This design comes from an exercise in tuning for small area, a short achievable clock period and few clock cycles per item on the open sky130 flow, not from production work. Only simulation tests tie the RTL to the original design; equivalence was not proved.

==> run G: inputs <==
==> flow/design.v (excerpt) <==
module ccp_link (
    input  wire        clk,
    input  wire        rst,         
    input  wire        op_valid,
    output wire        op_ready,
    input  wire [7:0]  op_sel,
    input  wire [7:0]  op_a,
    input  wire [7:0]  op_b,
    input  wire [63:0] op_d,
    input  wire [3:0]  op_len,
    input  wire        op_ext,
    output reg         rsp_valid,
    output reg  [2:0]  rsp_err,
    output reg  [63:0] rsp_data,
    output reg         rsp_reply,
    output reg         rsp_known,
    output reg  [3:0]  rsp_member
);
==> flow/config.mk <==
export PLATFORM = sky130hd
export DESIGN_NAME = ccp_link
export DESIGN_NICKNAME = ccp_link
export VERILOG_FILES = /design/flow/design.v
export SDC_FILE = /design/flow/constraint.sdc
export NUM_CORES = 4
export LEC_CHECK = 0
export CAP_MARGIN = 20
export CORE_MARGIN = 2
export CORE_UTILIZATION = 40
export SLEW_MARGIN = 20
==> flow/constraint.sdc <==
create_clock -name core_clock -period 4.0 [get_ports {clk}]
set_input_delay 0.8000 -clock core_clock [delete_from_list [all_inputs] [get_ports {clk}]]
set_output_delay 0.8000 -clock core_clock [all_outputs]
set_load 0.01 [all_outputs]
standard.sh (not shown) runs the stock make flow with config.mk's settings and CLKGATE_MAP_FILE= SYNTH_SCRIPT=/design/flow/synth_recipe.tcl, a recipe that flattens the netlist after the stock synthesis.
==> flow/flow/run.sh <==
#!/bin/bash
# The standard layout (the standard.sh, the same ORFS make call) with two changes:
#  - the port buffers are the smallest plain buffer, sky130_fd_sc_hd__buf_1,
#    instead of the one buffer_ports picks itself;
#  - the slow 4-high stacks (or4/nor4 and their b/bb forms, a2111/o2111) and the
#    3-input xor cells are kept out of synthesis and repair (DONT_USE_CELLS is
#    extended, the platform's own list is still appended by the platform config).
# Each ORFS step writes its own log under orfs/logs/; make's output goes to standard.log.
set -e
slow=""
for c in or4 or4b or4bb nor4 nor4b nor4bb xor3 xnor3 a2111o a2111oi o2111a o2111ai; do
  for s in 0 1 2 4; do slow="$slow sky130_fd_sc_hd__${c}_$s"; done
done
cp config.mk flow_config.mk
echo "export DONT_USE_CELLS = $slow" >> flow_config.mk
sed "s#DESIGN_CONFIG=[^ ]*#DESIGN_CONFIG=$PWD/flow_config.mk#" standard.sh > flow_standard.sh
export BUFFER_PORTS_ARGS="-buffer_cell sky130_fd_sc_hd__buf_1"
bash flow_standard.sh > standard.log 2>&1
==> run X: changes against run G <==
- SETUP_SLACK_MARGIN: unset -> 2.3
- SYNTH_HIERARCHICAL: unset -> 1
- SYNTH_MINIMUM_KEEP_SIZE: unset -> 0
- TNS_END_PERCENT: unset -> 0
==> run Z: changes against run G <==
- CAP_MARGIN: 20 -> 0
- CORE_UTILIZATION: 40 -> 60
- SETUP_SLACK_MARGIN: unset -> 2.3
- SLEW_MARGIN: 20 -> 0
- TNS_END_PERCENT: unset -> 0
==> run H: changes against run G <==
- CORE_UTILIZATION: 40 -> 70
- GPL_TIMING_DRIVEN: unset -> 1
- SETUP_SLACK_MARGIN: unset -> 2.3
- TNS_END_PERCENT: unset -> 0
==> results.toml <==
[status]
outcome = "timing/DRC/antenna clean"

[global_route]
grtUsageMet3_pct = 7.66
grt_pass1_vias = 5387

[power_and_ir_drop]
p_leak_uw = 0.00288

[floorplanning]
fp.dieH_um = 98.9

[routing]
dr_wl_met3_um = 2350

[clocking]
cts_resized = 65
path_clk_slew_ns = 0.12

[synthesis]
syn-cell-area_um2 = 5400
netlist_top_cells_count = "106 x dfxtp_1, 87 x nand2_1, 48 x inv_1, 43 x xnor2_1, 40 x a222oi_1"

[setup_path]
r2r_slack_ns = 2.13
critPathBufInv = 2

[placed_design]
gp_congestion = 0.927

[layout]
drive_gt1_share_pct = 13.3
That was run Z.
==> results.toml <==
[status]
outcome = "timing/DRC/antenna clean"

[power_and_ir_drop]
p_leak_uw = 0.00269

[layout]
drive_gt1_share_pct = 4.65
n_all_buffers = 173
nets = 846

[sta]
whs_ns = 0.456

[setup_path]
startpoint_type = "primary input"
r2r_slack_ns = 2.01
critPathBufInv = 1

[global_route]
grtUsageMet3_pct = 4.10

[floorplanning]
fp.dieH_um = 120

[clocking]
path_clk_slew_ns = 0.08
cts_resized = 0

[placed_design]
gp_congestion = 0.919

[synthesis]
syn-cell-area_um2 = 5400
netlist_top_cells_count = "106 x dfxtp_1, 87 x nand2_1, 48 x inv_1, 43 x xnor2_1, 40 x a222oi_1"

[routing]
dr_wl_met3_um = 1850
That was run G.
==> results.toml <==
[routing]
dr_wl_met3_um = 2230

[clocking]
cts_resized = 74
clock_latency_ns = 0.35

[power_and_ir_drop]
p_leak_uw = 0.00339

[synthesis]
syn-cell-area_um2 = 6450
netlist_top_cells_count = "106 x dfxtp_1, 99 x inv_1, 64 x a222oi_1, 51 x xnor2_1"

[setup_path]
r2r_slack_ns = 2.22
critPathBufInv = 5

[status]
outcome = "timing/DRC/antenna clean"

[placed_design]
dpl.cell_count = 1045
gp_congestion = 0.860

[floorplanning]
fp.dieH_um = 131

[global_route]
grt_pass1_vias = 5698
grtUsageMet3_pct = 6.03
That was run X.
==> results.toml <==
[placed_design]
dp_slack_ns = 0.838

[floorplanning]
fp.dieH_um = 91.8

[setup_path]
worstSetupEndpoint = "rsp_data[40]"
critPathBufInv = 2

[synthesis]
syn-cell-area_um2 = 5400

[global_route]
grt_pass1_vias = 5628

[routing]
dr_wl_met3_um = 2980
met1Wirelength_um = 6830

[status]
outcome = "timing/DRC/antenna clean"

[clocking]
cts_resized = 55
path_clk_slew_ns = 0.11

[layout]
drive_gt1_share_pct = 13.7
largest_cell_class = "multi-input combinational cells"

[power_and_ir_drop]
p_leak_uw = 0.00288
pg_clk_uw = 673
That was run H.
Testbench counts of run G, summed over its fixed seeds: cycles 4,248, items 4,232.
Testbench counts of run X, summed over its fixed seeds: cycles 4,248, items 4,232.
Testbench counts of run Z, summed over its fixed seeds: cycles 4,248, items 4,232.
Testbench counts of run H, summed over its fixed seeds: cycles 4,248, items 4,232.

static timing again, ports no longer ideal:
In the flow no input, the clock included, has a driving cell. The finished layouts below were timed again as built, in two steps.
Step 1: set_driving_cell puts a clkbuf_16 on clk and a buf_2 on each other input, an assumption about the parent block.
Step 2 also shifts input and output timing later by t, the mid clock arrival at the registers, as if the neighbouring blocks saw the same clock.
Slacks: ideal / step 1 / step 2; pairs: ideal / step 1.
run | shift t [ns] | setup WS [ns] | slew at the worst register clock pin (ns)
run G | 0.398 | 1.041 / 1.058 / 0.660 | 0.08 / 0.08
run X | 0.395 | 2.024 / 2.015 / 1.620 | 0.08 / 0.08
run Z | 0.412 | 1.980 / 1.978 / 1.566 | 0.12 / 0.12
run H | 0.405 | 1.839 / 1.847 / 1.442 | 0.12 / 0.12
After both steps setup and hold are still met in every run listed. For run Z, which loses most, drivers alone change the setup slack by -0.002 ns; drivers and shift together by -0.414 ns.
